From an optimization exercise on the open Yosys and OpenROAD flow, aimed at small area, a short achievable clock period and few clock cycles per item; shortcuts taken in it are not production practice.
No functional check of the RTL was part of this run.

==> design.v <==
module aes_sbox (
    input  wire [7:0] a,
    output wire [7:0] y
);
    function [1:0] m4;
        input [1:0] p, q;
        reg t;
        begin
            t = p[0] & q[0];
            m4 = {((p[1] ^ p[0]) & (q[1] ^ q[0])) ^ t, (p[1] & q[1]) ^ t};
        end
    endfunction
    function [3:0] m16;
        input [3:0] p, q;
        reg [1:0] h, l, s;
        begin
            h = m4(p[3:2], q[3:2]);
            l = m4(p[1:0], q[1:0]);
            s = m4(p[3:2] ^ p[1:0], q[3:2] ^ q[1:0]);
            m16 = {s ^ l, l ^ {h[1] ^ h[0], h[1]}};
        end
    endfunction
    function [3:0] i16;
        input [3:0] p;
        reg [1:0] d, di, ph2;
        begin
            ph2 = {p[3], p[3] ^ p[2]};
            d = {ph2[1] ^ ph2[0], ph2[1]} ^ m4(p[3:2], p[1:0]) ^ {p[1], p[1] ^ p[0]};
            di = {d[1], d[1] ^ d[0]};
            i16 = {m4(p[3:2], di), m4(p[3:2] ^ p[1:0], di)};
        end
    endfunction
    wire [7:0] t;
    assign t[0] = a[0] ^ a[2];
    assign t[1] = a[1] ^ a[6] ^ a[7];
    assign t[2] = a[2] ^ a[5];
    assign t[3] = a[1] ^ a[3] ^ a[6] ^ a[7];
    assign t[4] = a[1] ^ a[5] ^ a[7];
    assign t[5] = a[1] ^ a[4] ^ a[5] ^ a[6];
    assign t[6] = a[1] ^ a[2] ^ a[3] ^ a[4] ^ a[5] ^ a[6];
    assign t[7] = a[5] ^ a[7];
    wire [3:0] ah = t[7:4], al = t[3:0];
    wire [3:0] sh;
    assign sh[0] = ah[2];    
    assign sh[1] = ah[2] ^ ah[3];    
    assign sh[2] = ah[1] ^ ah[2] ^ ah[3];    
    assign sh[3] = ah[0] ^ ah[3];    
    wire [3:0] d  = sh ^ m16(ah, al) ^ m16(al, al);
    wire [3:0] di = i16(d);
    wire [7:0] v  = {m16(ah, di), m16(ah ^ al, di)};
    assign y[0] = ~(v[0] ^ v[2] ^ v[4] ^ v[5]);
    assign y[1] = ~(v[0] ^ v[1] ^ v[2]);
    assign y[2] = v[0] ^ v[1];
    assign y[3] = v[0] ^ v[2] ^ v[4] ^ v[5] ^ v[6];
    assign y[4] = v[0] ^ v[3] ^ v[4] ^ v[5];
    assign y[5] = ~(v[2] ^ v[3] ^ v[4] ^ v[5]);
    assign y[6] = ~(v[4] ^ v[6] ^ v[7]);
    assign y[7] = v[2] ^ v[4] ^ v[6];
endmodule
module aes_inv_sbox (
    input  wire [7:0] a,
    output wire [7:0] y
);
    function [1:0] m4;
        input [1:0] p, q;
        reg t;
        begin
            t = p[0] & q[0];
            m4 = {((p[1] ^ p[0]) & (q[1] ^ q[0])) ^ t, (p[1] & q[1]) ^ t};
        end
    endfunction
    function [3:0] m16;
        input [3:0] p, q;
        reg [1:0] h, l, s;
        begin
            h = m4(p[3:2], q[3:2]);
            l = m4(p[1:0], q[1:0]);
            s = m4(p[3:2] ^ p[1:0], q[3:2] ^ q[1:0]);
            m16 = {s ^ l, l ^ {h[1] ^ h[0], h[1]}};
        end
    endfunction
    function [3:0] i16;
        input [3:0] p;
        reg [1:0] d, di, ph2;
        begin
            ph2 = {p[3], p[3] ^ p[2]};
            d = {ph2[1] ^ ph2[0], ph2[1]} ^ m4(p[3:2], p[1:0]) ^ {p[1], p[1] ^ p[0]};
            di = {d[1], d[1] ^ d[0]};
            i16 = {m4(p[3:2], di), m4(p[3:2] ^ p[1:0], di)};
        end
    endfunction
    wire [7:0] t;
    assign t[0] = a[3];
    assign t[1] = a[2] ^ a[3] ^ a[5] ^ a[6];
    assign t[2] = a[1] ^ a[2] ^ a[6];
    assign t[3] = ~(a[5] ^ a[7]);
    assign t[4] = ~(a[1] ^ a[2] ^ a[7]);
    assign t[5] = a[3] ^ a[4] ^ a[5] ^ a[6];
    assign t[6] = ~(a[0] ^ a[3]);
    assign t[7] = a[1] ^ a[2] ^ a[6] ^ a[7];
    wire [3:0] ah = t[7:4], al = t[3:0];
    wire [3:0] sh;
    assign sh[0] = ah[0] ^ ah[1] ^ ah[2] ^ ah[3];    
    assign sh[1] = ah[1] ^ ah[3];    
    assign sh[2] = ah[1];    
    assign sh[3] = ah[0];    
    wire [3:0] d  = sh ^ m16(ah, al) ^ m16(al, al);
    wire [3:0] di = i16(d);
    wire [7:0] v  = {m16(ah, di), m16(ah ^ al, di)};
    assign y[0] = v[0] ^ v[1] ^ v[2] ^ v[4];
    assign y[1] = v[4] ^ v[6] ^ v[7];
    assign y[2] = v[1] ^ v[4] ^ v[5];
    assign y[3] = v[1] ^ v[4] ^ v[6] ^ v[7];
    assign y[4] = v[1] ^ v[3] ^ v[4];
    assign y[5] = v[1] ^ v[2] ^ v[5] ^ v[7];
    assign y[6] = v[2] ^ v[3] ^ v[6] ^ v[7];
    assign y[7] = v[1] ^ v[2] ^ v[5];
endmodule
module aes256_cbc_dec (
    input  wire         clk,
    input  wire         rst,           
    input  wire         key_valid,
    output wire         key_ready,
    input  wire [255:0] key,
    input  wire [127:0] iv,
    input  wire         in_valid,
    output wire         in_ready,
    input  wire [127:0] in_block,
    input  wire         in_last,
    output wire         out_valid,
    input  wire         out_ready,
    output wire [127:0] out_block,
    output wire         out_last,
    output wire         out_pad_ok,
    output wire [4:0]   out_pad_len
);
    reg        open;       
    reg        kgot;       
    reg        kexp;       
    reg        kvalid;     
    reg [3:0]  kcnt;       
    reg        busy;       
    reg [3:0]  rnd;        
    reg        outv;       
    reg        cur_last;   
    reg [127:0] st;        
    reg [127:0] prev;      
    reg [255:0] kf;        
    reg [255:0] kw;        
    function [7:0] xtime;
        input [7:0] b;
        xtime = {b[6:0], 1'b0} ^ (b[7] ? 8'h1b : 8'h00);
    endfunction
    wire [31:0] f7   = kf[31:0];
    wire [31:0] frot = kcnt[0] ? f7 : {f7[23:0], f7[31:24]};
    wire [31:0] fsub;
    aes_sbox u_fs0 (.a(frot[31:24]), .y(fsub[31:24]));
    aes_sbox u_fs1 (.a(frot[23:16]), .y(fsub[23:16]));
    aes_sbox u_fs2 (.a(frot[15:8]),  .y(fsub[15:8]));
    aes_sbox u_fs3 (.a(frot[7:0]),   .y(fsub[7:0]));
    wire [7:0]  frcon = kcnt[0] ? 8'h00 : (8'h01 << kcnt[3:1]);
    wire [31:0] fn0 = kf[255:224] ^ fsub ^ {frcon, 24'h0};
    wire [31:0] fn1 = kf[223:192] ^ fn0;
    wire [31:0] fn2 = kf[191:160] ^ fn1;
    wire [31:0] fn3 = kf[159:128] ^ fn2;
    wire [255:0] kf_next = {kf[127:0], fn0, fn1, fn2, fn3};
    wire [31:0] b3   = kw[159:128];
    wire [31:0] brot = rnd[0] ? {b3[23:0], b3[31:24]} : b3;
    wire [31:0] bsub;
    aes_sbox u_bs0 (.a(brot[31:24]), .y(bsub[31:24]));
    aes_sbox u_bs1 (.a(brot[23:16]), .y(bsub[23:16]));
    aes_sbox u_bs2 (.a(brot[15:8]),  .y(bsub[15:8]));
    aes_sbox u_bs3 (.a(brot[7:0]),   .y(bsub[7:0]));
    wire [7:0]  brcon = rnd[0] ? (8'h01 << rnd[3:1]) : 8'h00;
    wire [31:0] bp0 = kw[127:96] ^ bsub ^ {brcon, 24'h0};
    wire [31:0] bp1 = kw[127:96] ^ kw[95:64];
    wire [31:0] bp2 = kw[95:64]  ^ kw[63:32];
    wire [31:0] bp3 = kw[63:32]  ^ kw[31:0];
    wire [255:0] kw_next = {bp0, bp1, bp2, bp3, kw[255:128]};
    wire [127:0] sr;
    genvar gr, gc;
    generate
        for (gc = 0; gc < 4; gc = gc + 1) begin : g_sr_c
            for (gr = 0; gr < 4; gr = gr + 1) begin : g_sr_r
                assign sr[127 - 8*(gr + 4*gc) -: 8] =
                       st[127 - 8*(gr + 4*((gc - gr + 4) % 4)) -: 8];
            end
        end
    endgenerate
    wire [127:0] sb;
    genvar gb;
    generate
        for (gb = 0; gb < 16; gb = gb + 1) begin : g_sb
            aes_inv_sbox u_isb (.a(sr[8*gb +: 8]), .y(sb[8*gb +: 8]));
        end
    endgenerate
    wire [127:0] ark = sb ^ kw[255:128];
    wire [127:0] mc;
    generate
        for (gc = 0; gc < 4; gc = gc + 1) begin : g_mc
            inv_mix_column u_imc (.a0(ark[127 - 32*gc -: 8]), .a1(ark[119 - 32*gc -: 8]),
                                  .a2(ark[111 - 32*gc -: 8]), .a3(ark[103 - 32*gc -: 8]),
                                  .y(mc[127 - 32*gc -: 32]));
        end
    endgenerate
    assign key_ready = kgot && (!busy || rnd == 4'd0);
    assign in_ready  = busy && (cur_last ? (rnd == 4'd13) : (rnd == 4'd0));
    assign out_valid = outv;
    wire key_acc = key_valid && key_ready;
    wire kload   = key_valid && !open && !kgot;
    wire st_free = !busy && (!outv || out_ready);
    wire start   = in_valid && open && kvalid && st_free;
    always @(posedge clk) begin
        if (rst) begin
            open   <= 1'b0;
            kgot   <= 1'b0;
            kexp   <= 1'b0;
            kvalid <= 1'b0;
            busy   <= 1'b0;
            outv   <= 1'b0;
        end else begin
            if (kload) begin
                kgot   <= 1'b1;
                kexp   <= 1'b1;
                kvalid <= 1'b0;
                kcnt   <= 4'd0;
            end else if (kexp) begin
                kcnt <= kcnt + 4'd1;
                if (kcnt == 4'd12) begin
                    kexp   <= 1'b0;
                    kvalid <= 1'b1;
                end
            end
            if (key_acc) begin
                kgot <= 1'b0;
                open <= 1'b1;
            end
            if (busy && cur_last && rnd == 4'd13)
                open <= 1'b0;
            if (start) begin
                busy     <= 1'b1;
                rnd      <= 4'd13;
                cur_last <= in_last;
                outv     <= 1'b0;
            end else begin
                if (busy) begin
                    rnd <= rnd - 4'd1;
                    if (rnd == 4'd0) begin
                        busy <= 1'b0;
                        outv <= 1'b1;
                    end
                end
                if (outv && out_ready)
                    outv <= 1'b0;
            end
        end
    end
    always @(posedge clk) begin
        if (kload)
            kf <= key;
        else if (kexp)
            kf <= kf_next;
        if (start)
            kw <= kf;
        else if (busy && rnd != 4'd0)
            kw <= kw_next;
        if (start)
            st <= in_block ^ kf[127:0];
        else if (busy)
            st <= (rnd == 4'd0) ? (ark ^ prev) : mc;
        if (key_acc)
            prev <= iv;
        else if (busy && rnd == 4'd0 && !cur_last)
            prev <= in_block;
    end
    wire [7:0] pad = st[7:0];
    reg        pad_ok;
    integer    k;
    always @(*) begin
        pad_ok = (pad != 8'd0) && (pad <= 8'd16);
        for (k = 2; k <= 16; k = k + 1)
            if (k <= pad && st[8*(k-1) +: 8] != pad)
                pad_ok = 1'b0;
    end
    assign out_block   = st;
    assign out_last    = cur_last;
    assign out_pad_ok  = cur_last & pad_ok;
    assign out_pad_len = (cur_last & pad_ok) ? pad[4:0] : 5'd0;
endmodule
module inv_mix_column (
    input  wire [7:0]  a0,
    input  wire [7:0]  a1,
    input  wire [7:0]  a2,
    input  wire [7:0]  a3,
    output wire [31:0] y
);
    function [7:0] xtime;
        input [7:0] b;
        xtime = {b[6:0], 1'b0} ^ (b[7] ? 8'h1b : 8'h00);
    endfunction
    wire [7:0] a0x2 = xtime(a0), a0x4 = xtime(a0x2), a0x8 = xtime(a0x4);
    wire [7:0] a1x2 = xtime(a1), a1x4 = xtime(a1x2), a1x8 = xtime(a1x4);
    wire [7:0] a2x2 = xtime(a2), a2x4 = xtime(a2x2), a2x8 = xtime(a2x4);
    wire [7:0] a3x2 = xtime(a3), a3x4 = xtime(a3x2), a3x8 = xtime(a3x4);
    wire [7:0] a0e = a0x8 ^ a0x4 ^ a0x2, a0b = a0x8 ^ a0x2 ^ a0, a0d = a0x8 ^ a0x4 ^ a0, a09 = a0x8 ^ a0;
    wire [7:0] a1e = a1x8 ^ a1x4 ^ a1x2, a1b = a1x8 ^ a1x2 ^ a1, a1d = a1x8 ^ a1x4 ^ a1, a19 = a1x8 ^ a1;
    wire [7:0] a2e = a2x8 ^ a2x4 ^ a2x2, a2b = a2x8 ^ a2x2 ^ a2, a2d = a2x8 ^ a2x4 ^ a2, a29 = a2x8 ^ a2;
    wire [7:0] a3e = a3x8 ^ a3x4 ^ a3x2, a3b = a3x8 ^ a3x2 ^ a3, a3d = a3x8 ^ a3x4 ^ a3, a39 = a3x8 ^ a3;
    assign y[31:24] = a0e ^ a1b ^ a2d ^ a39;
    assign y[23:16] = a09 ^ a1e ^ a2b ^ a3d;
    assign y[15:8]  = a0d ^ a19 ^ a2e ^ a3b;
    assign y[7:0]   = a0b ^ a1d ^ a29 ^ a3e;
endmodule
==> run.sh <==
#!/bin/bash
# synth_recipe.tcl (not shown) runs the flow's synth.tcl, then flattens the netlist and writes it again
# the make line also repeats each setting of config.mk as NAME=value (left out here)
make -C /OpenROAD-flow-scripts/flow DESIGN_CONFIG=/design/flow/config.mk WORK_HOME=/design/flow/orfs CLKGATE_MAP_FILE= SYNTH_SCRIPT=/design/flow/synth_recipe.tcl finish
==> config.mk <==
export PLATFORM = sky130hd
export DESIGN_NAME = aes256_cbc_dec
export DESIGN_NICKNAME = aes256_cbc_dec
export VERILOG_FILES = /design/flow/design.v
export SDC_FILE = /design/flow/constraint.sdc
export NUM_CORES = 8
export LEC_CHECK = 0
export CAP_MARGIN = 20
export CORE_MARGIN = 2
export CORE_UTILIZATION = 40
export SLEW_MARGIN = 20
==> constraint.sdc <==
create_clock -name core_clock -period 12.0 [get_ports {clk}]
set_input_delay 2.4000 -clock core_clock [delete_from_list [all_inputs] [get_ports {clk}]]
set_output_delay 2.4000 -clock core_clock [all_outputs]
set_load 0.01 [all_outputs]
==> summary.txt <==
[state kept, by name, summed over array words and instances (netlist names)]
register and cells:
busy 1, cur_last 1, kcnt 4, kexp 1, kf 256, kgot 1
kvalid 1, kw 256, open 1, outv 1, prev 128, rnd 4
st 128
[layout make-up]
cell class	instances	share of cell area, %
Multi-Input combinational cell	9462	64.4
Clock inverter	60	0.591
Timing Repair Buffer	854	7.22
Clock buffer	121	2.30
Sequential cell	783	20.9
Tap cell	3330	3.71
Antenna cell	11	0.0245
Inverter	264	0.897
[worst max path at each step]
stage,to,from,cells after the start
after floorplan,prev[0],rnd[0],8
after global placement,st[18],st[101],26
after detailed placement,st[22],st[98],25
after CTS,st[22],st[98],25
after global routing,st[22],st[98],25
final,st[18],st[98],25
[layer usage]
metal	vias to the layer above	routed length, µm
li1	39750	-
met1	44099	184000
met2	5097	194000
met3	834	47300
met4	26	29900
met5	-	165
[worst register-to-register path: cells and delay by family (launching register included)]
family / cells / cell delay, ns
compound gates: 3 / 2.17
xor+xnor: 13 / 5.30
fa+ha+maj: 2 / 0.64
buf+inv: 1 / 0.11
flops: 1 / 0.69
simple gates: 6 / 1.85
[Yosys cell counts, types with 24 or more instances]
master                         n  share of area (%)
sky130_fd_sc_hd__xnor2_1    2017                 18
sky130_fd_sc_hd__nand2_1    1867                7.0
sky130_fd_sc_hd__xor2_1      818                7.2
sky130_fd_sc_hd__edfxtp_1    777                 23
sky130_fd_sc_hd__nor2_1      586                2.2
sky130_fd_sc_hd__o21ai_0     541                2.7
sky130_fd_sc_hd__a21oi_1     425                2.1
sky130_fd_sc_hd__clkbuf_1    421                1.6
sky130_fd_sc_hd__xnor3_1     345                7.8
sky130_fd_sc_hd__mux2i_1     289                2.9
sky130_fd_sc_hd__inv_1       218               0.82
sky130_fd_sc_hd__nand3_1     216                1.1
sky130_fd_sc_hd__nor3_1      156               0.78
sky130_fd_sc_hd__ha_1        146                1.8
sky130_fd_sc_hd__buf_2       124               0.62
sky130_fd_sc_hd__o22ai_1     106               0.67
sky130_fd_sc_hd__mux2_2       98                1.1
sky130_fd_sc_hd__o211ai_1     90               0.68
sky130_fd_sc_hd__a22oi_1      86               0.65
sky130_fd_sc_hd__a211oi_1     75               0.57
sky130_fd_sc_hd__nand4_1      75               0.47
sky130_fd_sc_hd__and2_1       71               0.45
sky130_fd_sc_hd__a31oi_1      69               0.43
sky130_fd_sc_hd__nand2b_1     69               0.43
sky130_fd_sc_hd__xnor2_2      67                1.1
sky130_fd_sc_hd__or3_1        66               0.41
sky130_fd_sc_hd__nor4_1       65               0.41
sky130_fd_sc_hd__xor3_1       65                1.6
sky130_fd_sc_hd__o221ai_1     58               0.51
sky130_fd_sc_hd__and3_1       54               0.34
sky130_fd_sc_hd__nor2b_1      50               0.31
sky130_fd_sc_hd__a221oi_1     43               0.38
sky130_fd_sc_hd__buf_1        43               0.16
sky130_fd_sc_hd__or2_2        39               0.25
sky130_fd_sc_hd__a21o_1       36               0.27
sky130_fd_sc_hd__a222oi_1     33               0.33
sky130_fd_sc_hd__o21a_1       33               0.25
sky130_fd_sc_hd__buf_4        31               0.23
sky130_fd_sc_hd__xor2_2       28               0.46
sky130_fd_sc_hd__o31ai_1      25               0.19
sky130_fd_sc_hd__a221o_1      24               0.24
sky130_fd_sc_hd__o2111ai_1    24               0.21
[cell families (layout without fill, tap and decap cells)]
family | Yosys count | after routing | share of synthesized area, %
AO/OA/AOI/OAI | 2029 | 2029 | 13.6
buffers and inverters | 901 | 1299 | 3.82
XOR/XNOR | 3381 | 3381 | 36.9
AND/OR/NAND/NOR | 3479 | 3479 | 15.6
multiplexers | 407 | 407 | 4.38
adder cells (fa/ha/maj) | 166 | 166 | 2.04
flip-flops | 783 | 783 | 23.6
other | 0 | 11 | 0
[per-stage QoR]
stage	util (%)
3_3_place_gp	44.0
4_1_cts	45.3
3_5_place_dp	44.0
2_1_floorplan	-
6_report	45.3
5_1_grt	45.3
==> out/results.txt <==
The run finished with no timing, DRC or antenna violations. The first detailed-routing pass ran for 9 iterations. Entering global routing, the biggest net connects 200 pins. The H-tree was split into 3 levels. Summing all placed instances gives a cell area of 109,000 µm².

The chip height is 503 µm, and the synthesized instance count is 11.1k. Pin placement for this block handled 656 I/O pins. The root buffer cell chosen for the clock tree is sky130_fd_sc_hd__clkbuf_16.

The final-layout worst hold slack is 0.527 ns. The die covers 253,000 µm². The worst reg2reg path endpoint was st[18]. The routed length per placed instance came out at 30.6 µm. The run gives 1.18 ns as the pre-CTS worst setup slack. The startpoint identified for the worst hold timing path is kexp. The tools report the met3 global-route usage as 6.91%. For this run, the number of Yosys warnings is 4.

The combined area of all synthesized cells came out at 99,500 µm². The sequential standard cell area is 23,500 µm², and the die width is 503 µm. TritonCTS built the clock tree. After floorplanning, the core was sized to cover 248,000 µm². A synthesized cell averages 8.93 µm². With fillers left out, the area of the finished cells amounts to 112,000 µm². For the worst setup path, the data required time is 12.40 ns.

The critical path's most frequent cell is sky130_fd_sc_hd__xnor3_1. In this run the core area contains 183 standard-cell rows. The run gives 83.0k as the via count of the first global-routing pass. The worst register-to-register path begins at st[98]. The async set or reset register ratio after synthesis is 0%. After routing, the total negative slack on setup checks comes to 0 ns.

Summed over all layers, the routed wires come to 455,000 µm. The worst path uses 92.9% of the clock period. The worst hold path terminates at kvalid. At the later pin of the worst-skew pair, clock insertion delay measures 0.79 ns.

The final-report hold violation count is 0. The routed design could run at a clock period as short as 11.14 ns. The clock transition at the register clock pins on the worst setup and hold paths after CTS came out at 0.06 ns. Global routing used 46.6% of the available met1 tracks. Number of antenna violations at the first check in global routing: 37. The maximum number of buffers from clock root to sink was 3; the via count was 89.8k. After the first detailed-routing iteration, the DRC count stood at 12.9k.

The worst setup path is captured at a flip-flop. The number of cells on the worst reg-to-reg path is 25. For this run, the post-layout net count is 12.1k.

Summed over all layers, the global routing overflow is 0. The count of unique library cells instantiated by Yosys is 148. From synthesis to final layout, the design area changed by 13.0%. The run gives 0 as the remaining antenna violation count after routing.

In this run the post-CTS setup repair buffer count came out at 0. Count of non-filler cells in the finished layout: 14.9k. Once the floorplan was initialized, standard cells occupied 40.1% of the core.

After detailed placement, the design holds a cell count of 14.7k. The cell count of the worst hold path is 2, and the flop and latch count out of synthesis is 783. In the synthesized netlist the dominant register cell turns out to be sky130_fd_sc_hd__edfxtp_1. The total of buffers placed on input and output ports came out at 655.

The number of max-slew violations in the final report came out at 0. The worst register-to-register path has a setup slack of 0.86 ns. In the layout the commonest cells are sky130_fd_sc_hd__xnor2_1 (2,014), sky130_fd_sc_hd__nand2_1 (1,862), sky130_fd_sc_hd__xor2_1 (816), sky130_fd_sc_hd__edfxtp_1 (777), sky130_fd_sc_hd__clkdlybuf4s50_1 (655).

Across the run, the number of max-cap violations was 0. Among cell families on the critical path, the largest total delay comes from XOR/XNOR gates. The logs give 0.858 ns for the smallest setup slack after layout and 34.6% for the global-route total usage across every layer.

For the final routed DRC violation total, the log shows 0. The headroom to the max-slew limit was 14.6%. Global routing consumed, on the met2 layer, 51.5% of the routing resources.

The highest cell delay on the worst timing path was 1.05 ns. At the pin with the least slew margin, the transition time is 1.28 ns. Setup violation total in the final timing report: 0. Largest driver fanout on the critical path: 13. The number of nets in the synthesized netlist is 11.8k. Derived from the worst setup path, the maximum achievable clock frequency is 89.7 MHz. The logs give 0 for the hold-fix buffer count after cts and 0.0547 ns for the clock tree skew after final layout. Cells with a size suffix above 1 make up 6.70% of the layout. The per-cell via count in the routed design is 6.03. The tree built by TritonCTS fans out to 783 sinks. The worst path buffer plus inverter count came out at 1. Setup repair after global routing left no endpoint under its margin. In this run, CTS created clock tree buffers numbering 97. For the worst setup path, the data arrival time is 11.55 ns. The multi-input combinational cells in the finished layout cover a total of 72,400 µm².

The slowest stage cell on the critical path is sky130_fd_sc_hd__a222oi_1. Sequential cells were found to cover 23.6% of the synthesized design area. After global routing, the most crowded layer is met2. The wire-length estimate of the detail-placed layout is 365,000 µm. STA classifies the critical path startpoint as a flip-flop.

The run gives 23.8k as the number of inserted filler cells in the final layout. Routability-driven placement finished with a final weighted congestion of 1.03. The path class of the tightest hold or removal check is reg2reg.

The most common cell after layout, fill and taps aside was sky130_fd_sc_hd__xnor2_1. The logs give 628,000 µm for the global-route wire length before repair and 0 for the count of cells resized by post-cts repair. The number of enable flip-flop cells after synthesis works out to 777. The worst setup path is of the reg2reg kind.

## afterwards: timing with drivers on the ports
How much do the figures lean on ideal ports? The routed layout below was timed once more, with nothing changed but the port constraints. Step 1, drivers: a clkbuf_16 drives clk and a buf_2 each remaining input, both assumed. Step 2 moves the port delays by t, midway between the first and last clock arrival at a register: inputs arrive t later, outputs are due t later. That takes back most of the time a late clock gives input paths. a / b / c = ideal ports / drivers / drivers and shift; a / b = the first two.
t, ns: 0.842
setup WS [ns]: 0.858 / 0.858 / 0.858
worst setup path at the end: register to register
After both steps this run still meets setup and hold. The setup slack of this run moves by 0.000 ns with the drivers and by 0.000 ns with both steps.
